Context: an optimization exercise on an open-source flow, tuned for small area. The choices shown serve that exercise and are no tape-out recipe.
Only simulation tests tie the RTL to the original design; equivalence was not proved.
No run shown here takes its clock network from TritonCTS; it comes from the design's own scripts or RTL.
The clock input has no modelled driver; a real chip could not lean on it and would need a root buffer or a full tree.
Power and IR drop assume default switching activity.

**design/flow/design.v**
```verilog
module swd_block (
    input  wire       clk,
    input  wire       rst_n,
    input  wire       tick,
    input  wire       bus_en,
    input  wire       bus_we,
    input  wire [2:0] bus_addr,
    input  wire [7:0] bus_wdata,
    output reg  [7:0] bus_rdata,
    output wire       dq_oe,
    output wire       dq_o,
    input  wire       dq_i,
    input  wire       btn_i,
    output wire       irq_o,
    output wire [1:0] page_o,
    output wire [7:0] hum_o,
    output wire [7:0] temp_o,
    output wire       valid_o,
    output wire       busy_o
);
    localparam [3:0] PH_NONE       = 4'd0,
                     PH_STAB       = 4'd1,
                     PH_START_LOW  = 4'd2,
                     PH_REL_HIGH   = 4'd3,
                     PH_ACK1       = 4'd4,
                     PH_ACK2       = 4'd5,
                     PH_ACK3       = 4'd6,
                     PH_BIT_WH     = 4'd7,
                     PH_BIT_SETTLE = 4'd8,
                     PH_BIT_WL     = 4'd9,
                     PH_DEB_SAMPLE = 4'd10,
                     PH_DEB_WAIT   = 4'd11;
    reg dq_m, dq_s;      
    reg btn_mn, btn_sn;   
    wire btn_s = ~btn_sn;
    always @(posedge clk) begin
        dq_m <= dq_i;
        dq_s <= dq_m;
    end
    always @(posedge clk or negedge rst_n) begin
        if (!rst_n) begin
            btn_mn <= 1'b0;
            btn_sn <= 1'b0;
        end else begin
            btn_mn <= ~btn_i;
            btn_sn <= btn_mn;
        end
    end
    reg [3:0]  phase;
    reg [10:0] cnt;
    reg [5:0]  bitn;
    reg [15:0] stage;       
    reg [7:0]  acc;         
    reg [7:0]  frame_hum;
    reg [7:0]  frame_temp;
    reg        frame_valid;
    reg [1:0]  err;
    reg        done;
    reg        pressed;
    reg        rej;
    reg        last_level;
    reg [1:0]  page;
    wire busy = (phase != PH_NONE);
    wire tk   = tick & busy;
    wire in_wait = (phase == PH_ACK1) | (phase == PH_ACK2) | (phase == PH_ACK3) |
                   (phase == PH_BIT_WH) | (phase == PH_BIT_WL);
    wire wait_level = ~((phase == PH_ACK2) | (phase == PH_BIT_WH));
    wire moved = dq_s ^ wait_level;
    wire t_stab   = &{cnt[9:5], cnt[2:0]};                           
    wire t_start  = bitn[3] & cnt[10] & cnt[9] & cnt[6] & (&cnt[3:0]);  
    wire t_rel    = cnt[5] & (&cnt[2:0]);                            
    wire t_to     = (&cnt[10:6]) & (&cnt[3:0]);                      
    wire t_settle = (&cnt[4:2]) & cnt[0];                            
    wire t_deb    = bitn[4] & bitn[3] & cnt[9] & cnt[8] & cnt[6] & cnt[4];  
    wire cmd_wr   = bus_en & bus_we & (bus_addr == 3'd0);
    wire cmd_code = (bus_wdata[7:2] == 6'd0) & (bus_wdata[1] ^ bus_wdata[0]);
    wire accept   = cmd_wr & cmd_code & ~busy;
    wire reject   = cmd_wr & ~accept;
    reg  [3:0] phase_n;
    reg        adv;        
    reg        fin;        
    reg        to;         
    reg        shift;      
    always @(*) begin
        phase_n = phase;
        adv     = 1'b0;
        fin     = 1'b0;
        to      = 1'b0;
        shift   = 1'b0;
        case (phase)
            PH_STAB:       if (t_stab)  begin adv = 1'b1; phase_n = PH_START_LOW; end
            PH_START_LOW:  if (t_start) begin adv = 1'b1; phase_n = PH_REL_HIGH; end
            PH_REL_HIGH:   if (t_rel)   begin adv = 1'b1; phase_n = PH_ACK1; end
            PH_BIT_SETTLE: if (t_settle) begin adv = 1'b1; shift = 1'b1; phase_n = PH_BIT_WL; end
            PH_DEB_SAMPLE: begin
                if (btn_s | last_level) begin fin = 1'b1; phase_n = PH_NONE; end
                else phase_n = PH_DEB_WAIT;
            end
            PH_DEB_WAIT:   if (t_deb)   begin fin = 1'b1; phase_n = PH_NONE; end
            PH_NONE: ;
            default: begin  
                if (moved) begin
                    adv = 1'b1;
                    case (phase)
                        PH_ACK1:   phase_n = PH_ACK2;
                        PH_ACK2:   phase_n = PH_ACK3;
                        PH_ACK3:   phase_n = PH_BIT_WH;
                        PH_BIT_WH: phase_n = PH_BIT_SETTLE;
                        default: begin
                            if (bitn[5] & bitn[3]) begin fin = 1'b1; phase_n = PH_NONE; end
                            else phase_n = PH_BIT_WH;
                        end
                    endcase
                end else if (t_to) begin
                    fin = 1'b1; to = 1'b1; phase_n = PH_NONE;
                end
            end
        endcase
    end
    wire fin_frame = fin & (phase == PH_BIT_WL) & ~to;
    wire sum_ok    = &acc;
    wire take      = tk & shift;
    wire       add_bit = take & (dq_s ^ bitn[5]);
    wire [7:0] add_pos = 8'h80 >> bitn[2:0];
    wire [7:0] carry;
    genvar gi;
    generate
        for (gi = 0; gi < 8; gi = gi + 1) begin : g_acc
            if (gi == 0)
                assign carry[gi] = add_bit & add_pos[gi];
            else
                assign carry[gi] = (add_bit & add_pos[gi]) | (carry[gi-1] & acc[gi-1]);
        end
    endgenerate
    always @(posedge clk) begin
        if (!busy | (tk & adv))
            cnt <= 11'd0;
        else
            cnt <= cnt + {10'd0, tk};
        if (!busy | (tk & (phase == PH_START_LOW) & t_start))
            bitn <= 6'd0;
        else
            bitn <= bitn + {5'd0, tk & ((&cnt) | shift)};
        if (accept)
            acc <= 8'd0;
        else
            acc <= acc ^ carry;
        if (take & ~bitn[5] & ~bitn[3])
            stage <= {stage[14:0], dq_s};
    end
    always @(posedge clk or negedge rst_n) begin
        if (!rst_n) begin
            phase       <= PH_NONE;
            frame_hum   <= 8'h00;
            frame_temp  <= 8'h00;
            frame_valid <= 1'b0;
            err         <= 2'b00;
            done        <= 1'b0;
            pressed     <= 1'b0;
            rej         <= 1'b0;
            last_level  <= 1'b0;
            page        <= 2'b00;
        end else begin
            if (accept) begin
                done <= 1'b0;
                rej  <= 1'b0;
                if (bus_wdata[0]) begin
                    phase <= PH_STAB;
                    err   <= 2'b00;
                end else begin
                    phase   <= PH_DEB_SAMPLE;
                    pressed <= 1'b0;
                end
            end else if (reject) begin
                rej <= 1'b1;
            end
            if (tk) begin
                phase <= phase_n;
                if (fin)
                    done <= 1'b1;
                if (to)
                    err <= 2'b01;
                if (fin_frame) begin
                    if (sum_ok) begin
                        frame_hum   <= stage[15:8];
                        frame_temp  <= stage[7:0];
                        frame_valid <= 1'b1;
                    end else begin
                        err <= 2'b10;
                    end
                end
                if ((phase == PH_DEB_SAMPLE) & btn_s)
                    last_level <= 1'b0;
                if ((phase == PH_DEB_WAIT) & t_deb & ~btn_s) begin
                    last_level <= 1'b1;
                    page       <= page + 2'd1;
                    pressed    <= 1'b1;
                end
            end
        end
    end
    always @(*) begin
        case (bus_addr)
            3'd1:    bus_rdata = {1'b0, rej, pressed, frame_valid, err, done, busy};
            3'd2:    bus_rdata = frame_hum;
            3'd3:    bus_rdata = frame_temp;
            3'd4:    bus_rdata = {5'b00000, last_level, page};
            default: bus_rdata = 8'h00;
        endcase
    end
    assign dq_oe   = (phase == PH_STAB) | (phase == PH_START_LOW) | (phase == PH_REL_HIGH);
    assign dq_o    = (phase != PH_START_LOW);
    assign irq_o   = done;
    assign page_o  = page;
    assign hum_o   = frame_hum;
    assign temp_o  = frame_temp;
    assign valid_o = frame_valid;
    assign busy_o  = busy;
endmodule
```
**design/flow/flow/run.sh**
```bash
#!/bin/bash
# Own layout flow: the standard flow (ORFS, with the standard flow's config.mk) with
#  - the standard synthesis, but area-oriented ABC scripts (own_synth.tcl),
#  - the smallest buffer (buf_1) on every port,
#  - a hand-built clock tree in place of ORFS's CTS (pre_cts.tcl).
# Each tool's full output is in orfs/logs/; make's output is in standard.log.
set -euo pipefail
export OWN_WORK_DIR="$(pwd)"
export OWN_FLOW_DIR="$(pwd)/flow"
export OWN_ABC_SCRIPTS="area1.abc area2.abc deep1.abc deep2.abc deep3.abc"
export OWN_CTS_SLEW=0.120
export OWN_CTS_TREES="{2 2 sky130_fd_sc_hd__buf_6} {3 2 sky130_fd_sc_hd__buf_4} {2 2 sky130_fd_sc_hd__clkbuf_8} {3 2 sky130_fd_sc_hd__buf_6} {3 2 sky130_fd_sc_hd__clkbuf_8} {3 3 sky130_fd_sc_hd__clkbuf_8}"
export BUFFER_PORTS_ARGS="-buffer_cell sky130_fd_sc_hd__buf_1"
export PRE_CTS_TCL="$OWN_FLOW_DIR/pre_cts.tcl"
sed -e "s|SYNTH_SCRIPT=[^ ]*|SYNTH_SCRIPT=$OWN_FLOW_DIR/own_synth.tcl|" standard.sh > own_standard.sh
grep -q "SYNTH_SCRIPT=$OWN_FLOW_DIR/own_synth.tcl" own_standard.sh
bash own_standard.sh > standard.log 2>&1
```
**design/flow/flow/area1.abc**
```
strash
dc2
dch -f
amap
```
**design/flow/flow/area2.abc**
```
strash
dch -f
amap
```
**design/flow/flow/deep1.abc**
```
strash
&get -n
&deepsyn -T 60 -S 1
&put
dch -f
amap
```
**design/flow/flow/deep2.abc**
```
strash
&get -n
&deepsyn -T 60 -S 2
&put
dch -f
amap
```
**design/flow/flow/deep3.abc**
```
strash
&get -n
&deepsyn -T 60 -S 3
&put
dc2
dch -f
amap
```
**design/flow/flow/manual_cts.tcl**
```tcl
# Manual clock tree: the clock port drives NBUF clock buffers, each driving
# the flip-flops of one vertical strip of the core (sinks sorted by x).
proc manual_cts {nx ny bufcell} {
  set block [ord::get_db_block]
  set master [[ord::get_db] findMaster $bufcell]
  set clk [$block findNet clk]
  set sinks {}
  foreach it [$clk getITerms] {
    set inst [$it getInst]
    set bb [$inst getBBox]
    set x [expr {([$bb xMin] + [$bb xMax]) / 2}]
    set y [expr {([$bb yMin] + [$bb yMax]) / 2}]
    lappend sinks [list $x $y $it]
  }
  set sinks [lsort -integer -index 0 $sinks]
  set n [llength $sinks]
  set groups {}
  for {set i 0} {$i < $nx} {incr i} {
    set col [lrange $sinks [expr {$i * $n / $nx}] [expr {($i + 1) * $n / $nx - 1}]]
    set col [lsort -integer -index 1 $col]
    set m [llength $col]
    for {set j 0} {$j < $ny} {incr j} {
      lappend groups [lrange $col [expr {$j * $m / $ny}] [expr {($j + 1) * $m / $ny - 1}]]
    }
  }
  set b 0
  foreach grp $groups {
    set sx 0; set sy 0
    foreach s $grp { incr sx [lindex $s 0]; incr sy [lindex $s 1] }
    set cx [expr {$sx / [llength $grp]}]
    set cy [expr {$sy / [llength $grp]}]
    set inst [odb::dbInst_create $block $master "clkbuf_m_$b"]
    set net [odb::dbNet_create $block "clk_m_$b"]
    $net setSigType CLOCK
    foreach s $grp {
      set it [lindex $s 2]
      $it disconnect
      $it connect $net
    }
    [$inst findITerm A] connect $clk
    [$inst findITerm X] connect $net
    $inst setLocation $cx $cy
    $inst setPlacementStatus PLACED
    incr b
  }
}

# Undo manual_cts: sinks back on the clock net, buffers and their nets removed.
proc manual_cts_undo {} {
  set block [ord::get_db_block]
  set clk [$block findNet clk]
  foreach inst [$block getInsts] {
    if {![string match "clkbuf_m_*" [$inst getName]]} continue
    set net [[$inst findITerm X] getNet]
    foreach it [$net getITerms] {
      if {[$it getInst] eq $inst} continue
      $it disconnect
      $it connect $clk
    }
    odb::dbInst_destroy $inst
    odb::dbNet_destroy $net
  }
}

# Largest slew at a flip-flop clock pin, with placement parasitics.
proc clk_pin_slew_max {} {
  estimate_parasitics -placement
  set mx 0
  foreach p [get_pins */CLK] {
    foreach s [list [get_property $p slew_max_rise] [get_property $p slew_max_fall]] {
      if {$s > $mx} { set mx $s }
    }
  }
  return $mx
}

# Smallest of the given trees {nx ny cell} whose estimated clock-pin slew is at
# most limit (ns); the last one if none is.
proc manual_cts_pick {trees limit} {
  foreach t $trees {
    lassign $t nx ny cell
    manual_cts $nx $ny $cell
    set s [clk_pin_slew_max]
    puts "manual_cts: $nx x $ny $cell: estimated clock-pin slew $s ns"
    if {$s <= $limit || $t eq [lindex $trees end]} { return }
    manual_cts_undo
  }
}
```
**design/flow/flow/own_synth.tcl**
```tcl
# The standard synthesis (synth_recipe.tcl, unchanged) with area-oriented
# ABC scripts for the combinational logic: each script in $OWN_ABC_SCRIPTS is
# run on the same netlist and the smallest result is kept. The flip-flops are
# mapped before ABC runs, so they are the standard synthesis's, with the same
# names and cells.
proc own_area {lib} {
  set f $::env(OWN_WORK_DIR)/own_abc_stat.txt
  yosys tee -q -o $f stat -liberty $lib
  set fh [open $f r]; set txt [read $fh]; close $fh
  regexp {Chip area for module[^:]*:\s*([0-9.]+)} $txt -> a
  return $a
}
proc abc {args} {
  set i [lsearch -exact $args -script]
  if {$i < 0} { yosys abc {*}$args; return }
  set lib [lindex $args [expr {[lsearch -exact $args -liberty] + 1}]]
  yosys design -save own_pre_abc
  set best -1; set besta 1e18; set k 0
  foreach s $::env(OWN_ABC_SCRIPTS) {
    yosys design -load own_pre_abc
    lset args [expr {$i + 1}] $::env(OWN_FLOW_DIR)/$s
    yosys abc {*}$args
    set a [own_area $lib]
    puts "own_synth: ABC script $s: area $a"
    yosys design -save own_abc_$k
    if {$a < $besta} { set besta $a; set best $k }
    incr k
  }
  puts "own_synth: keeping [lindex $::env(OWN_ABC_SCRIPTS) $best] (area $besta)"
  yosys design -load own_abc_$best
}
source $::env(OWN_WORK_DIR)/synth_recipe.tcl
```
**design/flow/flow/pre_cts.tcl**
```tcl
# Sourced by ORFS's cts.tcl before it calls clock_tree_synthesis: replaces that
# command with a small hand-built clock tree (manual_cts.tcl). The clock port
# drives a few clock buffers, each driving the flip-flops of one region; the
# smallest tree in $OWN_CTS_TREES whose estimated clock-pin slew is within
# $OWN_CTS_SLEW (ns) is kept.
source $::env(OWN_FLOW_DIR)/manual_cts.tcl
proc clock_tree_synthesis {args} {
  set_propagated_clock [all_clocks]
  manual_cts_pick $::env(OWN_CTS_TREES) $::env(OWN_CTS_SLEW)
}
```
**design/flow/standard.sh**
```bash
#!/bin/bash
# synth_recipe.tcl (not shown) runs the flow's synth.tcl, then flattens the netlist and writes it again
# the make line also repeats each setting of config.mk as NAME=value (left out here)
make -C /OpenROAD-flow-scripts/flow DESIGN_CONFIG=/design/flow/config.mk WORK_HOME=/design/flow/orfs CLKGATE_MAP_FILE= SYNTH_SCRIPT=/design/flow/synth_recipe.tcl "${@:-finish}"
```
**design/flow/config.mk**
```make
export PLATFORM = sky130hd
export DESIGN_NAME = swd_block
export DESIGN_NICKNAME = swd_block
export VERILOG_FILES = /design/flow/design.v
export SDC_FILE = /design/flow/constraint.sdc
export NUM_CORES = 4
export LEC_CHECK = 0
export CAP_MARGIN = 0
export CORE_MARGIN = 2
export CORE_UTILIZATION = 60
export GPL_TIMING_DRIVEN = 0
export PLACE_DENSITY = 0.75
export SLEW_MARGIN = 0
```
**design/flow/constraint.sdc**
```tcl
create_clock -name core_clock -period 10.0 [get_ports {clk}]
set_input_delay 2.0000 -clock core_clock [delete_from_list [all_inputs] [get_ports {clk}]]
set_output_delay 2.0000 -clock core_clock [all_outputs]
set_load 0.01 [all_outputs]
```
==> run notes, run 1 <==
setup repair bufs after CTS=0; P per Cell Area=177 nW/µm²; outcome=no timing/DRC/antenna violations; Worst path most repeated cell=ha_1; Final GP Congestion=0.929; Ports=49; starting density of the core=62.2%; 1st-iter DRT viols=167; top-area cell type share of the netlist area=24.2%; Reg clk slew, reported paths=110 ps; total core area=5140 µm²; slowest stage delay, CP=210 ps; Max Cap Violations=0; Final nets=396; CTS resizes=0; dpl hpwl=5180 µm; Worst EP arrival=5620 ps; Worst setup SP type=input port; drt drc=0; P&R area growth vs syn=11.0%; WP data required=10070 ps; post-synth top area cell=dfrtp_1; DR vias/cell=5.89; relative slew slack=50.7%; Area contributors post-synth=dfrtp_1, dfxtp_1, edfxtp_1; Hold-fix buffers, CTS=0; drt wl/cell=15.8 µm; Least-Margin Pin Slew=736 ps; Crit Path Class=input port to flop; I/O Buffers=48; count of final max-slew check failures=0; Vias=2564; Mean Syn Cell Area=10.3 µm²; row count=26; final number of setup-violating endpoints=0; max frequency=180 MHz; Net Count, Synth=340; CP Max Fanout=4; VDD IR max=145 µV; final wirelength=6880 µm; Netlist Area Pre-Place=3200 µm²; commonest non-fill, non-tap cell in the layout=nor2_1; most frequent cells in the layout=nor2_1, buf_1, clkinv_1, dfrtp_1, dfxtp_1; Clock Latency Late Sink=170 ps; setup ws final=4460 ps; width of the die=77.0 µm; antenna cells=0; Lkg Pwr=1.34 nW; fraction of layout cells with a size suffix above 1=2.47%; initial antenna violation count=0; Yosys cell types=39; Final TNS setup=0 ps; Critical Path, Cell by Cell=buf_1 -> nand3_1 -> nor3_1 -> o221ai_1 -> nor2b_1 -> and3_1 -> ha_1 -> a31o_1 -> ha_1 -> a31o_1 -> ha_1 -> a31o_1 -> ha_1 -> a31o_1 -> ha_1 -> a31o_1 -> ha_1 -> a31o_1 -> ha_1 -> a31oi_1 -> nor2_1 -> a211oi_1; Yosys reg bits=74; HP Class=flop to flop; DR pass1 iterations=4; Cells after Synth=311; first-pass GRT wire length=11700 µm; pin count of the biggest net entering global routing=32; Tot GR Track Use=23.7%; final-report hold violation count=0; Critical Path Sink Type=flop; Die Footprint=5930 µm²; Ys Warns=1; Max stage delay cell, worst path=a31oi_1; RSZ-0062 raised after global routing=no; Final period util=55.4%; die span in y=77.0 µm; fin crit period=5540 ps; Overflow after GRT=0; Seq/Total Area, Yosys=56.2%; DP Worst Slack=4270 ps; Final Skew=8.53 ps; Routed Antenna Nets=0; vias in the first global route=2456
report_power, final:
| group | total [mW] | switching, mW | internal, mW |
|---|---|---|---|
| sequential | 0.357 | 0.0277 | 0.330 |
| clock | 0.109 | 0.0716 | 0.0373 |
| combinational | 0.161 | 0.105 | 0.0556 |
worst max-delay path: cells and delay by family:
family	cells	cell delay (ps)
AO/OA/AOI/OAI	9	1660
adder cells (fa/ha/maj)	7	1210
AND/OR/NAND/NOR	5	630
buffers and inverters	1	120
kinds of logic after synthesis:
logic type / share of synthesized area [%]
simple gates: 16.6
compound gates: 18.7
flops: 56.2
fa+ha+maj: 4.30
buf+inv: 4.22
metrics by stage:
step | hold slack [ps] | utilization (%) | area [µm²] | total power [mW] | instances
2_1_floorplan | 310 | - | 3200 | 0.471 | 311
3_5_place_dp | 321 | 68.0 | 3500 | 0.522 | 431
5_1_grt | 359 | 69.1 | 3550 | 0.662 | 435
6_report | 337 | 69.1 | 3550 | 0.627 | 435
4_1_cts | 348 | 69.1 | 3550 | 0.629 | 435
3_3_place_gp | 310 | 67.5 | 3470 | 0.520 | 429
cell usage after synthesis:
master	instances
nor4_1	1
a2111oi_0	1
o31ai_1	3
o21ai_0	8
clkinv_1	36
o211ai_1	1
ha_1	11
a41oi_1	1
o21a_1	1
o22ai_1	3
a221o_1	6
nor2b_1	14
dfrtp_1	31
dfxtp_1	27
o21bai_1	1
nand4bb_1	1
nor2_1	48
a22oi_1	1
a31oi_1	4
nor3b_1	2
nor3_1	9
nand3_1	9
a311oi_1	1
o221ai_1	2
and3_1	2
edfxtp_1	16
nand4_1	3
o32a_1	1
or3_1	2
a32o_1	1
or4_1	3
o22a_1	16
a31o_1	6
or2_0	4
a21oi_1	9
a211oi_1	10
a22o_1	1
nand2_1	13
o32ai_1	2
registers in the layout (all words and copies together) (netlist names), 4 cells and up:
register / flops
cnt: 11
stage: 16
frame_temp: 8
acc: 8
bitn: 6
frame_hum: 8
phase: 4
layer usage:
layer	wire [µm]	track usage, %	up-vias
met5	0	0	-
met4	95	3.21	0
met3	358	1.41	8
met2	3270	40.8	79
met1	3150	34.3	1222
li1	-	-	1255
cell type report:
cell class / instances / area [µm²]
timing repair buffer: 50 / 200
sequential: 74 / 1800
multi-input combinational: 201 / 1280
fill: 431 / 1590
buffer: 4 / 55.1
inverter: 36 / 135
tap: 70 / 87.6
final timing paths:
path                           from       endpoint  slack [ps]  cells past startpoint
min in group asynchronous     rst_n   frame_hum[7]        1870                      1
setup / recovery               tick         acc[7]        4460                     22
max in group asynchronous     rst_n  frame_temp[2]        7670                      1
hold / removal                 dq_m           dq_s         340                      0
hold reg to reg                dq_m           dq_s         340                      0
setup reg to reg           phase[2]         acc[7]        5740                     22
==> run 2, diff against run 1 <==
--- a/design/flow/flow/run.sh
+++ b/design/flow/flow/run.sh
@@ -8,5 +8,5 @@
 export OWN_WORK_DIR="$(pwd)"
 export OWN_FLOW_DIR="$(pwd)/flow"
-export OWN_ABC_SCRIPTS="area1.abc area2.abc deep1.abc deep2.abc deep3.abc"
+export OWN_ABC_SCRIPTS="area1.abc area2.abc deep4.abc deep5.abc deep6.abc deep7.abc"
 export OWN_CTS_SLEW=0.120
 export OWN_CTS_TREES="{2 2 sky130_fd_sc_hd__buf_6} {3 2 sky130_fd_sc_hd__buf_4} {2 2 sky130_fd_sc_hd__clkbuf_8} {3 2 sky130_fd_sc_hd__buf_6} {3 2 sky130_fd_sc_hd__clkbuf_8} {3 3 sky130_fd_sc_hd__clkbuf_8}"
==> design/flow/flow/deep4.abc (new file) <==
strash
&get -n
&deepsyn -T 120 -S 4
&put
dch -f
amap
==> design/flow/flow/deep5.abc (new file) <==
strash
&get -n
&deepsyn -T 120 -S 5
&put
dch -f
amap
==> design/flow/flow/deep6.abc (new file) <==
strash
&get -n
&deepsyn -T 120 -S 6
&put
dch -f
amap
==> design/flow/flow/deep7.abc (new file) <==
strash
&get -n
&deepsyn -T 120 -S 7
&put
dch -f
amap
==> design/flow/flow/own_synth.tcl (replaced) <==
# The standard synthesis (synth_recipe.tcl, unchanged) with area-oriented
# ABC scripts for the combinational logic. Each script in $OWN_ABC_SCRIPTS is
# run on the same pre-ABC netlist, in parallel Yosys processes (logs in
# own_abc/), and the smallest result is kept. The flip-flops are mapped before
# ABC runs, so they are the standard synthesis's, with the same names and
# cells; ABC only maps the logic between them.
proc own_area_of {f} {
  set fh [open $f r]; set txt [read $fh]; close $fh
  if {[regexp {Chip area for module[^:]*:\s*([0-9.]+)} $txt -> a]} { return $a }
  return 1e18
}
proc abc {args} {
  set i [lsearch -exact $args -script]
  if {$i < 0} { yosys abc {*}$args; return }
  set lib [lindex $args [expr {[lsearch -exact $args -liberty] + 1}]]
  set d $::env(OWN_WORK_DIR)/own_abc
  file mkdir $d
  yosys write_rtlil $d/pre.il
  set k 0
  set jobs {}
  foreach s $::env(OWN_ABC_SCRIPTS) {
    lset args [expr {$i + 1}] $::env(OWN_FLOW_DIR)/$s
    set fh [open $d/run_$k.ys w]
    puts $fh "read_rtlil $d/pre.il"
    puts $fh "abc $args"
    puts $fh "write_rtlil $d/out_$k.il"
    puts $fh "tee -o $d/stat_$k.txt stat -liberty $lib"
    close $fh
    lappend jobs "$::env(YOSYS_EXE) -q -s $d/run_$k.ys > $d/log_$k.txt 2>&1 &"
    incr k
  }
  exec bash -c "[join $jobs { }] wait"
  set best -1; set besta 1e18
  for {set j 0} {$j < $k} {incr j} {
    set a 1e18
    if {[file exists $d/stat_$j.txt]} { set a [own_area_of $d/stat_$j.txt] }
    puts "own_synth: ABC script [lindex $::env(OWN_ABC_SCRIPTS) $j]: area $a"
    if {$a < $besta} { set besta $a; set best $j }
  }
  if {$best < 0} { error "own_synth: no ABC script finished" }
  puts "own_synth: keeping [lindex $::env(OWN_ABC_SCRIPTS) $best] (area $besta)"
  yosys design -reset
  yosys read_rtlil $d/out_$best.il
}
source $::env(OWN_WORK_DIR)/synth_recipe.tcl
removed: design/flow/flow/deep1.abc
removed: design/flow/flow/deep2.abc
removed: design/flow/flow/deep3.abc
==> run 2 against run 1 <==
Die area decreased by 1.6%. Sequential power decreased by 2%. Final cell count decreased by 1.8%. Setup slack improved by 86 ps. Sequential share of layout area increased by 1.2 points. Largest power group unchanged. Critical path depth decreased by 1. Core utilization decreased by 0.74 points.
==> run notes, run 2 <==
post-synth top area cell=dfrtp_1; final number of setup-violating endpoints=0; Max Cap Violations=0; most frequent cells in the layout=nor2_1, buf_1, dfrtp_1, clkinv_1, dfxtp_1; Most flops, register=stage; final-report hold violation count=0; Finished Layout Cells=427; dpl hpwl=4700 µm; fin crit period=5460 ps; Least-Margin Pin Slew=931 ps; drt wl/cell=14.8 µm; slowest stage delay, CP=210 ps; DR pass1 iterations=4; 1st-iter DRT viols=202; I/O Buffers=48; Net Count, Synth=334; outcome=no timing/DRC/antenna violations; RR Endpoint=acc[7]; r2r setup slk=5840 ps; Tot GR Track Use=22.9%; Critical Path, Cell by Cell=buf_1 -> nand3_1 -> nor3_1 -> o21ai_0 -> nor2b_1 -> and3_1 -> ha_1 -> a31o_1 -> ha_1 -> a31o_1 -> ha_1 -> a31o_1 -> ha_1 -> a31o_1 -> ha_1 -> a31o_1 -> ha_1 -> a31o_1 -> ha_1 -> a31o_1 -> a211oi_1; RSZ-0062 raised after global routing=no; count of final max-slew check failures=0; Clock Latency Late Sink=170 ps; Design Area, Final=3470 µm²; Post-synth EDFFs=16; Routed Antenna Nets=0; vias in the first global route=2356; Crit Path Class=input port to flop; commonest non-fill, non-tap cell in the layout=nor2_1; Mean Syn Cell Area=10.3 µm²; die span in y=76.4 µm; CTS resizes=0; Netlist Area Pre-Place=3150 µm²; Yosys cell types=36; largest registers=stage (16), cnt (11); drt drc=0; DP Worst Slack=4330 ps; setup ws final=4540 ps; VDD IR max=143 µV; Area contributors post-synth=dfrtp_1, dfxtp_1, edfxtp_1; Vias=2443; crit path to=acc[7]; Die Footprint=5840 µm²; Async SR Flop Fraction=41.9%; Final TNS setup=0 ps; Critical Path Sink Type=flop; Ports=49; pin count of the biggest net entering global routing=32; width of the die=76.4 µm; Seq/Total Area, Yosys=57.1%; fin util=68.4%; starting density of the core=62.0%; most instantiated cells after synthesis=nor2_1, dfrtp_1, clkinv_1; Worst setup SP type=input port; Yosys reg bits=74; RR Startpoint=phase[2]; P per Cell Area=168 nW/µm²; max frequency=183 MHz; first-pass GRT wire length=11200 µm; CP Max Fanout=4; Final nets=388; relative slew slack=37.9%; fraction of layout cells with a size suffix above 1=1.40%; Cells after Synth=305; Final Skew=10.0 ps; WP data required=10080 ps; Worst EP arrival=5540 ps; Largest register FFs=16; reg2reg path depth=21; total core area=5070 µm²; crit path from=tick; Main synth FF type=dfrtp_1; setup repair bufs after CTS=0; count leader, synth=nor2_1; antenna cells=0; final wirelength=6340 µm; row count=26; DR vias/cell=5.72; top-area cell type share of the netlist area=24.7%; Placed Area=3410 µm²; P&R area growth vs syn=10.3%; initial antenna violation count=0; Overflow after GRT=0; Final GP Congestion=0.892; Lkg Pwr=1.35 nW; Hold-fix buffers, CTS=0; Max stage delay cell, worst path=a211oi_1; placed cells=423; Reg clk slew, reported paths=110 ps; HP Class=flop to flop; Final period util=54.6%; Ys Warns=1
## run 2: worst min path at each step
stage	startpoint	to	slack [ps]	depth (start not counted)
global placement	dq_m	dq_s	310	0
finish	dq_m	dq_s	350	0
CTS	dq_m	dq_s	350	0
detailed placement	dq_m	dq_s	320	0
global route	dq_m	dq_s	360	0
floorplan	dq_m	dq_s	310	0
## run 2: cell type report
class	instances	area [µm²]
inverter	30	113
buffer	4	55.1
fill	417	1610
multi-input combinational	201	1240
tap	70	87.6
timing repair buffer	48	181
sequential	74	1800
## run 2: critical path, delay by kind of cell
kind	cells	cell delay, ps
AOI/OAI and AO/OA	9	1640
adders and majority gates	7	1200
and+or+nand+nor	4	550
buffers and inverters	1	120
## run 2: metrics by stage
step                      power (mW)  hold WS (ps)
after detailed placement       0.478           320
after floorplan                0.435           310
after global routing           0.619           362
after global placement         0.474           312
after CTS                      0.586           351
final                          0.582           351
## run 2: power breakdown
group	switching, mW	internal (mW)
sequential	0.0238	0.327
clock	0.0729	0.0374
combinational	0.0816	0.0394
total	0.178	0.404
## run 2: cell families after synthesis
group / Yosys count / synth area share [%]
simple gates: 114 / 17.1
flops: 74 / 57.1
compound gates: 76 / 17.9
fa+ha+maj: 11 / 4.38
buf+inv: 30 / 3.58
## run 2: per-layer routing
layer | global-route usage (%) | wire length (µm) | vias to the layer above
met3 | 1.42 | 289 | 9
li1 | - | - | 1221
met2 | 38.5 | 2990 | 62
met4 | 4.18 | 125 | 0
met5 | 0 | 0 | -
met1 | 33.4 | 2940 | 1151
==> run 3, diff against run 2 <==
--- a/design/flow/design.v
+++ b/design/flow/design.v
@@ -67,9 +67,9 @@
     wire wait_level = ~((phase == PH_ACK2) | (phase == PH_BIT_WH));
     wire moved = dq_s ^ wait_level;
-    wire t_stab   = &{cnt[9:5], cnt[2:0]};                           
-    wire t_start  = bitn[3] & cnt[10] & cnt[9] & cnt[6] & (&cnt[3:0]);  
-    wire t_rel    = cnt[5] & (&cnt[2:0]);                            
-    wire t_to     = (&cnt[10:6]) & (&cnt[3:0]);                      
-    wire t_settle = (&cnt[4:2]) & cnt[0];                            
+    wire t_stab   = &{cnt[9:5], cnt[3]};                              
+    wire t_start  = bitn[3] & cnt[10] & cnt[9] & cnt[6] & cnt[4];      
+    wire t_rel    = cnt[5] & cnt[3];                                  
+    wire t_to     = (&cnt[10:6]) & cnt[4];                            
+    wire t_settle = &cnt[4:1];                                        
     wire t_deb    = bitn[4] & bitn[3] & cnt[9] & cnt[8] & cnt[6] & cnt[4];  
     wire cmd_wr   = bus_en & bus_we & (bus_addr == 3'd0);
@@ -94,4 +94,5 @@
             PH_BIT_SETTLE: if (t_settle) begin adv = 1'b1; shift = 1'b1; phase_n = PH_BIT_WL; end
             PH_DEB_SAMPLE: begin
+                adv = 1'b1;
                 if (btn_s | last_level) begin fin = 1'b1; phase_n = PH_NONE; end
                 else phase_n = PH_DEB_WAIT;
@@ -135,5 +136,5 @@
     always @(posedge clk) begin
         if (!busy | (tk & adv))
-            cnt <= 11'd0;
+            cnt <= 11'd1;
         else
             cnt <= cnt + {10'd0, tk};
@@ -142,5 +143,5 @@
         else
             bitn <= bitn + {5'd0, tk & ((&cnt) | shift)};
-        if (accept)
+        if (!busy)
             acc <= 8'd0;
         else
--- a/design/flow/flow/run.sh
+++ b/design/flow/flow/run.sh
@@ -8,5 +8,6 @@
 export OWN_WORK_DIR="$(pwd)"
 export OWN_FLOW_DIR="$(pwd)/flow"
-export OWN_ABC_SCRIPTS="area1.abc area2.abc deep4.abc deep5.abc deep6.abc deep7.abc"
+export OWN_ABC_SCRIPTS="tdeep4.abc tdeep5.abc tdeep6.abc tdeep7.abc area1.abc area2.abc deep1.abc deep2.abc deep3.abc deep4.abc deep5.abc deep6.abc deep7.abc deep8.abc deep9.abc deep10.abc deep11.abc deep12.abc deep13.abc deep14.abc deep15.abc deep16.abc"
+export OWN_ABC_JOBS=8
 export OWN_CTS_SLEW=0.120
 export OWN_CTS_TREES="{2 2 sky130_fd_sc_hd__buf_6} {3 2 sky130_fd_sc_hd__buf_4} {2 2 sky130_fd_sc_hd__clkbuf_8} {3 2 sky130_fd_sc_hd__buf_6} {3 2 sky130_fd_sc_hd__clkbuf_8} {3 3 sky130_fd_sc_hd__clkbuf_8}"
==> design/flow/flow/deep1.abc (new file) <==
strash
&get -n
&deepsyn -J 100 -T 900 -S 1
&put
dch -f
amap
==> design/flow/flow/deep10.abc (new file) <==
strash
&get -n
&deepsyn -J 100 -T 900 -S 10
&put
dch -f
amap
==> design/flow/flow/deep11.abc (new file) <==
strash
&get -n
&deepsyn -J 100 -T 900 -S 11
&put
dch -f
amap
==> design/flow/flow/deep12.abc (new file) <==
strash
&get -n
&deepsyn -J 100 -T 900 -S 12
&put
dch -f
amap
==> design/flow/flow/deep13.abc (new file) <==
strash
&get -n
&deepsyn -J 100 -T 900 -S 13
&put
dch -f
amap
==> design/flow/flow/deep14.abc (new file) <==
strash
&get -n
&deepsyn -J 100 -T 900 -S 14
&put
dch -f
amap
==> design/flow/flow/deep15.abc (new file) <==
strash
&get -n
&deepsyn -J 100 -T 900 -S 15
&put
dch -f
amap
==> design/flow/flow/deep16.abc (new file) <==
strash
&get -n
&deepsyn -J 100 -T 900 -S 16
&put
dch -f
amap
==> design/flow/flow/deep2.abc (new file) <==
strash
&get -n
&deepsyn -J 100 -T 900 -S 2
&put
dch -f
amap
==> design/flow/flow/deep3.abc (new file) <==
strash
&get -n
&deepsyn -J 100 -T 900 -S 3
&put
dch -f
amap
==> design/flow/flow/deep4.abc (replaced) <==
strash
&get -n
&deepsyn -J 100 -T 900 -S 4
&put
dch -f
amap
==> design/flow/flow/deep5.abc (replaced) <==
strash
&get -n
&deepsyn -J 100 -T 900 -S 5
&put
dch -f
amap
==> design/flow/flow/deep6.abc (replaced) <==
strash
&get -n
&deepsyn -J 100 -T 900 -S 6
&put
dch -f
amap
==> design/flow/flow/deep7.abc (replaced) <==
strash
&get -n
&deepsyn -J 100 -T 900 -S 7
&put
dch -f
amap
==> design/flow/flow/deep8.abc (new file) <==
strash
&get -n
&deepsyn -J 100 -T 900 -S 8
&put
dch -f
amap
==> design/flow/flow/deep9.abc (new file) <==
strash
&get -n
&deepsyn -J 100 -T 900 -S 9
&put
dch -f
amap
--- a/design/flow/flow/own_synth.tcl
+++ b/design/flow/flow/own_synth.tcl
@@ -1,6 +1,6 @@
 # The standard synthesis (synth_recipe.tcl, unchanged) with area-oriented
 # ABC scripts for the combinational logic. Each script in $OWN_ABC_SCRIPTS is
-# run on the same pre-ABC netlist, in parallel Yosys processes (logs in
-# own_abc/), and the smallest result is kept. The flip-flops are mapped before
+# run on the same pre-ABC netlist, in $OWN_ABC_JOBS parallel Yosys processes
+# (logs in own_abc/), and the smallest result is kept. The flip-flops are mapped before
 # ABC runs, so they are the standard synthesis's, with the same names and
 # cells; ABC only maps the logic between them.
@@ -27,8 +27,9 @@
     puts $fh "tee -o $d/stat_$k.txt stat -liberty $lib"
     close $fh
-    lappend jobs "$::env(YOSYS_EXE) -q -s $d/run_$k.ys > $d/log_$k.txt 2>&1 &"
+    lappend jobs $k
     incr k
   }
-  exec bash -c "[join $jobs { }] wait"
+  set fh [open $d/jobs.txt w]; puts $fh [join $jobs "\n"]; close $fh
+  exec bash -c "xargs -P $::env(OWN_ABC_JOBS) -I@ sh -c '$::env(YOSYS_EXE) -q -s $d/run_@.ys > $d/log_@.txt 2>&1' < $d/jobs.txt; true"
   set best -1; set besta 1e18
   for {set j 0} {$j < $k} {incr j} {
==> design/flow/flow/tdeep4.abc (new file) <==
strash
&get -n
&deepsyn -T 120 -S 4
&put
dch -f
amap
==> design/flow/flow/tdeep5.abc (new file) <==
strash
&get -n
&deepsyn -T 120 -S 5
&put
dch -f
amap
==> design/flow/flow/tdeep6.abc (new file) <==
strash
&get -n
&deepsyn -T 120 -S 6
&put
dch -f
amap
==> design/flow/flow/tdeep7.abc (new file) <==
strash
&get -n
&deepsyn -T 120 -S 7
&put
dch -f
amap
==> run 3 against run 2 <==
Still clean. Combinational power grew 7%. Sequential share of layout area decreased by 0.54 points. Sequential power fell by 6.0%. Clock power hardly changed. Critical path type is now input port to output port. Sequential cell count is the same. Largest power group unchanged. Via count is 1.2% higher. Wire length increased by 5.3%. Synthesized area grew 0.24%. Critical path depth is 15 lower.
==> run notes, run 3 <==
CP Max Fanout=8; P&R area growth vs syn=11.2%; Final GP Congestion=0.962; Clock Latency Late Sink=160 ps; Reg clk slew, reported paths=100 ps; Yosys cell types=37; most instantiated cells after synthesis=nor2_1, clkinv_1, dfrtp_1; post-synth top area cell=dfrtp_1; antenna cells=0; I/O Buffers=48; DR vias/cell=5.78; Vias=2473; starting density of the core=62.1%; setup repair bufs after CTS=0; width of the die=76.5 µm; RSZ-0062 raised after global routing=no; pin count of the biggest net entering global routing=32; Tot GR Track Use=23.5%; Seq/Total Area, Yosys=57.0%; P per Cell Area=162 nW/µm²; relative slew slack=27.7%; first-pass GRT wire length=11400 µm; Cells after Synth=304; initial antenna violation count=0; CTS resizes=0; WP data required=8000 ps; dpl hpwl=5090 µm; Overflow after GRT=0; Fill cells=407; DR pass1 iterations=5; die span in y=76.5 µm; Async SR Flop Fraction=41.9%; Max Cap Violations=0; Netlist Area Pre-Place=3150 µm²; largest registers=stage (16), cnt (11); max frequency=177 MHz; Crit Path Class=input port to output port; commonest non-fill, non-tap cell in the layout=buf_1; Lkg Pwr=1.32 nW; outcome=no timing/DRC/antenna violations; Largest register FFs=16; Net Count, Synth=333; most frequent cells in the layout=buf_1, nor2_1, clkinv_1, dfrtp_1, dfxtp_1; Worst setup SP type=input port; Final nets=389; vias in the first global route=2385; drt wl/cell=15.6 µm; setup ws final=4350 ps; 1st-iter DRT viols=135; drt drc=0; row count=26; Final TNS setup=0 ps; Most flops, register=stage; Hold-fix buffers, CTS=0; Final period util=56.5%; HP Class=flop to flop; total core area=5070 µm²; Least-Margin Pin Slew=1080 ps; final-report hold violation count=0; Area contributors post-synth=dfrtp_1, dfxtp_1, edfxtp_1; Tot Pwr=569 µW; DP Worst Slack=4230 ps; Worst EP arrival=3650 ps; final number of setup-violating endpoints=0; Final Skew=9.71 ps; Mean Syn Cell Area=10.4 µm²; Main synth FF type=dfrtp_1; fin crit period=5650 ps; top-area cell type share of the netlist area=24.6%; VDD IR max=140 µV; final wirelength=6670 µm; Routed Antenna Nets=0; Ports=49; count of final max-slew check failures=0; Critical Path Sink Type=output port; count leader, synth=nor2_1; Yosys reg bits=74; Post-synth EDFFs=16; Ys Warns=1; fraction of layout cells with a size suffix above 1=2.51%; Die Footprint=5850 µm²
run 3: cell count changes in the layout (fill, tap and decap cells not counted), sizes merged, moves of 3 or more:
| cell | before | now |
|---|---|---|
| a211oi | 10 | 6 |
| clkinv | 30 | 33 |
| nand2 | 14 | 17 |
| nand3 | 12 | 8 |
| nand4 | 3 | 6 |
| nor2 | 48 | 39 |
| nor2b | 14 | 9 |
| nor3 | 7 | 11 |
| or2 | 0 | 4 |
run 3: cell type report:
| class | count | area [µm²] | share of cell area [%] |
|---|---|---|---|
| Sequential cell | 74 | 1800 | 51.2 |
| Multi-Input combinational cell | 197 | 1240 | 35.4 |
| Timing Repair Buffer | 50 | 200 | 5.71 |
| Inverter | 33 | 124 | 3.53 |
| Tap cell | 70 | 87.6 | 2.50 |
| Buffer | 4 | 55.1 | 1.57 |
run 3: kinds of logic (layout without fill, tap and decap cells):
kind of cell | after synthesis | count (layout) | share of synthesized area, %
xor+xnor | 1 | 1 | 0.278
buf+inv | 33 | 87 | 3.93
fa+ha+maj | 11 | 11 | 4.37
flops | 74 | 74 | 57.0
compound gates | 79 | 79 | 18.5
simple gates | 106 | 106 | 16.0
run 3: metrics by stage:
step | hold slack [ps] | std cells | cell area [µm²] | utilization (%)
6_report | 339 | 428 | 3510 | 69.1
5_1_grt | 352 | 428 | 3510 | 69.1
4_1_cts | 343 | 428 | 3510 | 69.1
3_5_place_dp | 318 | 424 | 3450 | 68.0
3_3_place_gp | 309 | 422 | 3420 | 67.4
2_1_floorplan | 310 | 304 | 3150 | -
run 3: report_power, final:
| part | total [mW] | internal [mW] | switching, mW |
|---|---|---|---|
| sequential | 0.330 | 0.317 | 0.0129 |
| combinational | 0.130 | 0.0406 | 0.0896 |
| clock | 0.108 | 0.0373 | 0.0710 |
run 3: worst paths after layout:
check,start,to,slack [ps],cells past startpoint
max in group asynchronous,rst_n,btn_mn,7690,1
min in group asynchronous,rst_n,frame_hum[6],1860,1
max,bus_addr[1],bus_rdata[6],4350,6
max reg2reg,phase[2],acc[7],5790,22
min reg2reg,dq_m,dq_s,340,0
min,dq_m,dq_s,340,0
run 3: metal layers:
metal  wire (µm)  track usage (%)  vias to the layer above  share of wire (%)
li1            -                -                     1227                  -
met1        3050             33.8                     1178                 46
met2        3270             40.8                       53                 49
met3         241             1.30                       15                3.6
met4         112             3.27                        0                1.7
met5           0                0                        -                  0
run 3: critical path, stage by stage:
cell and delay, ps:
buf_1 130, clkinv_1 130, nor3_1 890, a22oi_1 220
o21ai_0 120, buf_1 170
==> run 4, diff against run 3 <==
==> design/flow/flow/run.sh (replaced) <==
#!/bin/bash
# Own layout flow: the standard flow (ORFS, with the standard flow's config.mk) with
#  - the standard synthesis, but area-oriented ABC scripts for the logic
#    (own_synth.tcl runs each script below and keeps the smallest netlist),
#  - the smallest buffer (buf_1) on every port,
#  - a hand-built clock tree in place of ORFS's CTS (pre_cts.tcl): the clock
#    port drives four clock buffers, one per quarter of the flip-flops.
# Each tool's full output is in orfs/logs/ and own_abc/; make's output is in
# standard.log.
set -euo pipefail
export OWN_WORK_DIR="$(pwd)"
export OWN_FLOW_DIR="$(pwd)/flow"

# ABC scripts: two plain area mappings, and AIG restructuring with &deepsyn
# (time-limited, then step-limited) from several random seeds before mapping.
mkdir -p own_abc
scripts=""
printf 'strash\ndc2\ndch -f\namap\n' > own_abc/area1.abc
printf 'strash\ndch -f\namap\n' > own_abc/area2.abc
for s in 4 5 6 7 8 9 10 11; do
  printf 'strash\n&get -n\n&deepsyn -T 120 -S %s\n&put\ndch -f\namap\n' $s > own_abc/tdeep$s.abc
  scripts="$scripts tdeep$s.abc"
done
scripts="$scripts area1.abc area2.abc"
for s in $(seq 1 16); do
  printf 'strash\n&get -n\n&deepsyn -J 100 -T 900 -S %s\n&put\ndch -f\namap\n' $s > own_abc/deep$s.abc
  scripts="$scripts deep$s.abc"
done
export OWN_ABC_DIR="$OWN_WORK_DIR/own_abc"
export OWN_ABC_SCRIPTS="$scripts"
export OWN_ABC_JOBS=8

export OWN_CTS_SLEW=0.120
export OWN_CTS_TREES="{2 2 sky130_fd_sc_hd__buf_6} {2 2 sky130_fd_sc_hd__clkbuf_8} {2 2 sky130_fd_sc_hd__clkbuf_16}"
export PRE_CTS_TCL="$OWN_FLOW_DIR/pre_cts.tcl"

export BUFFER_PORTS_ARGS="-buffer_cell sky130_fd_sc_hd__buf_1"

sed -e "s|SYNTH_SCRIPT=[^ ]*|SYNTH_SCRIPT=$OWN_FLOW_DIR/own_synth.tcl|" standard.sh > own_standard.sh
grep -q "SYNTH_SCRIPT=$OWN_FLOW_DIR/own_synth.tcl" own_standard.sh
bash own_standard.sh > standard.log 2>&1
--- a/design/flow/flow/own_synth.tcl
+++ b/design/flow/flow/own_synth.tcl
@@ -14,5 +14,5 @@
   if {$i < 0} { yosys abc {*}$args; return }
   set lib [lindex $args [expr {[lsearch -exact $args -liberty] + 1}]]
-  set d $::env(OWN_WORK_DIR)/own_abc
+  set d $::env(OWN_ABC_DIR)
   file mkdir $d
   yosys write_rtlil $d/pre.il
@@ -20,5 +20,5 @@
   set jobs {}
   foreach s $::env(OWN_ABC_SCRIPTS) {
-    lset args [expr {$i + 1}] $::env(OWN_FLOW_DIR)/$s
+    lset args [expr {$i + 1}] $::env(OWN_ABC_DIR)/$s
     set fh [open $d/run_$k.ys w]
     puts $fh "read_rtlil $d/pre.il"
removed: design/flow/flow/area1.abc
removed: design/flow/flow/area2.abc
removed: design/flow/flow/deep1.abc
removed: design/flow/flow/deep10.abc
removed: design/flow/flow/deep11.abc
removed: design/flow/flow/deep12.abc
removed: design/flow/flow/deep13.abc
removed: design/flow/flow/deep14.abc
removed: design/flow/flow/deep15.abc
removed: design/flow/flow/deep16.abc
removed: design/flow/flow/deep2.abc
removed: design/flow/flow/deep3.abc
removed: design/flow/flow/deep4.abc
removed: design/flow/flow/deep5.abc
removed: design/flow/flow/deep6.abc
removed: design/flow/flow/deep7.abc
removed: design/flow/flow/deep8.abc
removed: design/flow/flow/deep9.abc
removed: design/flow/flow/tdeep4.abc
removed: design/flow/flow/tdeep5.abc
removed: design/flow/flow/tdeep6.abc
removed: design/flow/flow/tdeep7.abc
==> run 4 against run 3 <==
Worst hold slack did not move. Synthesized area did not move. First-iteration DRC count did not move. Core utilization did not move. Maximum frequency did not move. Largest power group unchanged. Final area did not move. Clock skew did not move. Highest routed layer unchanged. Critical endpoint unchanged.
==> run notes, run 4 <==
outcome=no timing/DRC/antenna violations; Simple-Gate Fraction of Synth Area=16.0%; VDD IR max=140 µV; net switching power=173 µW; total core area=5070 µm²; post-synth top area cell=dfrtp_1; top-area cell type share of the netlist area=24.6%; Max stage delay cell, worst path=nor3_1; max frequency=177 MHz; DR pass1 iterations=5; drt drc=0; slowest stage delay, CP=890 ps; Synth Area in Compound Gates=18.5%; Worst EP arrival=3650 ps; count leader, synth=nor2_1; vias in the first global route=2385; Worst Hold End=dq_s; Yosys cell types=37; P per Cell Area=162 nW/µm²; drt wl/cell=15.6 µm; Worst path most repeated cell=buf_1; Critical Path, Cell by Cell=buf_1 -> clkinv_1 -> nor3_1 -> a22oi_1 -> o21ai_0 -> buf_1; Most flops, register=stage; Post-Synth XOR/XNOR Area=0.278%; CTS resizes=0; commonest non-fill, non-tap cell in the layout=buf_1; Cells after Synth=304; Netlist Area Pre-Place=3150 µm²; HP Start=dq_m; r2r setup slk=5790 ps; die span in y=76.5 µm; Crit Path Class=input port to output port; starting density of the core=62.1%; Tot GR Track Use=23.5%; Die Footprint=5850 µm²; most frequent cells in the layout=buf_1, nor2_1, clkinv_1, dfrtp_1, dfxtp_1; Ports=49; fin crit period=5650 ps; Max Cap Violations=0; fraction of layout cells with a size suffix above 1=2.51%; Worst setup SP type=input port; Critical Path Sink Type=output port; Async SR Flop Fraction=41.9%; RSZ-0062 raised after global routing=no; WP data required=8000 ps; Least-Margin Pin Slew=1080 ps; Top delay family on crit path=simple AND/OR/NAND/NOR gates; share of power burned in registers=58.1%; Lkg Pwr=1.32 nW; setup ws final=4350 ps; initial antenna violation count=0; relative slew slack=27.7%; Clock Latency Late Sink=160 ps; RR Endpoint=acc[7]; RR Startpoint=phase[2]; main combinational cell family by area after synthesis=compound AO/OA/AOI/OAI gates; Largest register FFs=16; Ys Warns=1; final wirelength=6670 µm; Vias=2473; DP Worst Slack=4230 ps; Seq/Total Area, Yosys=57.0%; depth of the worst hold-timing path=0; CP Max Fanout=8; Logic pwr share=22.9%; Yosys reg bits=74; post-synthesis mux area share=0%; largest registers=stage (16), cnt (11); Final Skew=9.71 ps; row count=26; Fill cells=407; Post-synth EDFFs=16; register area=1800 µm²; adder-cell share of the synthesized area=4.37%; final number of setup-violating endpoints=0; Reg clk slew, reported paths=100 ps; width of the die=76.5 µm; P&R area growth vs syn=11.2%; Hold-fix buffers, CTS=0; Finished Layout Cells=428; placed cells=424; Main synth FF type=dfrtp_1; count of final max-slew check failures=0; multi-input logic area=1240 µm²; Final TNS setup=0 ps; dpl hpwl=5090 µm; Overflow after GRT=0; Mean Syn Cell Area=10.4 µm²; setup repair bufs after CTS=0; final-report hold violation count=0; Clock Power Share=19.1%; Final period util=56.5%; Area contributors post-synth=dfrtp_1, dfxtp_1, edfxtp_1; most instantiated cells after synthesis=nor2_1, clkinv_1, dfrtp_1; Final nets=389; first-pass GRT wire length=11400 µm; reg2reg path depth=22; 1st-iter DRT viols=135; switching part of the total=30.5%; pin count of the biggest net entering global routing=32; Final GP Congestion=0.962; antenna cells=0; Pint=395 µW; HP Class=flop to flop; Routed Antenna Nets=0; Net Count, Synth=333; CP bufs+invs=3; DR vias/cell=5.78; I/O Buffers=48
==> run 4: cell counts in the layout (fill, tap and decap cells not counted) <==
Identical to the previous run, type by type.
==> run 4: how the worst max path moves through the flow <==
stage	startpoint	endpoint	slack [ps]	depth (start not counted)
after floorplan	tick	acc[7]	4790	21
after global placement	tick	frame_hum[1]	4140	7
after detailed placement	tick	acc[7]	4230	22
after CTS	bus_addr[1]	bus_rdata[0]	4380	6
after global routing	tick	acc[7]	4200	22
final	bus_addr[1]	bus_rdata[6]	4350	6
==> run 4: routing by layer <==
layer | GRT usage, % | wire [µm] | vias to the layer above | share of wire [%]
met3 | 1.30 | 241 | 15 | 3.6
met5 | 0 | 0 | - | 0
met2 | 40.8 | 3270 | 53 | 49
li1 | - | - | 1227 | -
met1 | 33.8 | 3050 | 1178 | 46
met4 | 3.27 | 112 | 0 | 1.7
==> run 4: area by class of cell <==
cell class | count | share of cell area (%)
sequential | 74 | 51.2
multi-input combinational | 197 | 35.4
tap | 70 | 2.50
inverter | 33 | 3.53
timing repair buffer | 50 | 5.71
buffer | 4 | 1.57
==> run 4: cell families after synthesis <==
| logic type | count (synthesis) |
|---|---|
| compound gates | 79 |
| buf+inv | 33 |
| xor+xnor | 1 |
| fa+ha+maj | 11 |
| simple gates | 106 |
| flops | 74 |
==> run 4: per-stage QoR <==
| step | total power [mW] | instance area (µm²) | util [%] | hold WS, ps |
|---|---|---|---|---|
| floorplan | 0.426 | 3150 | - | 310 |
| global placement | 0.467 | 3420 | 67.4 | 309 |
| detailed placement | 0.468 | 3450 | 68.0 | 318 |
| CTS | 0.573 | 3510 | 69.1 | 343 |
| global route | 0.607 | 3510 | 69.1 | 352 |
| finish | 0.569 | 3510 | 69.1 | 339 |
==> run 4: power by group through the flow <==
stage	sequential [mW]	combinational, mW	clock [mW]
CTS	0.330	0.132	0.111
finish	0.330	0.130	0.108
global route	0.332	0.151	0.124
global placement	0.336	0.131	0
floorplan	0.332	0.0935	0
detailed placement	0.336	0.132	0
==> run 4: worst register-to-register path, delay by kind of cell, from the launching register on <==
family	cells	cell delay, ps
simple gates	5	730
flops	1	460
fa+ha+maj	7	1250
compound gates	10	1680

port drivers added, routing unchanged:
The flow's constraints put no driver on any port. The routed layouts listed below were extracted and timed again, unchanged, in two steps.
Step 1: set_driving_cell puts a clkbuf_16 on clk and a buf_2 on each other input, an assumption about the parent block.
Step 2 moves the port delays by t, midway between the first and last clock arrival at a register: inputs arrive t later, outputs are due t later. That takes back most of the time a late clock gives input paths.
a / b / c = ideal ports / drivers / drivers and shift; a / b = the first two.
run | t, ns | setup slack, ns | clock arrival spread, ns | worst slew at a driven data input, ns | cell pins on the clock port's net
run 1 | 0.220 | 4.456 / 4.495 / 4.275 | 0.009 / 0.009 | 0.06 | 4
run 2 | 0.220 | 4.542 / 4.578 / 4.358 | 0.010 / 0.010 | 0.03 | 4
run 3 | 0.215 | 4.345 / 4.309 / 4.237 | 0.010 / 0.010 | 0.04 | 4
run 4 | 0.215 | 4.345 / 4.309 / 4.237 | 0.010 / 0.010 | 0.04 | 4
After both steps every run listed still meets setup and hold. The setup slack of run 2, which loses most, moves by +0.036 ns with the drivers and by -0.184 ns with both steps.
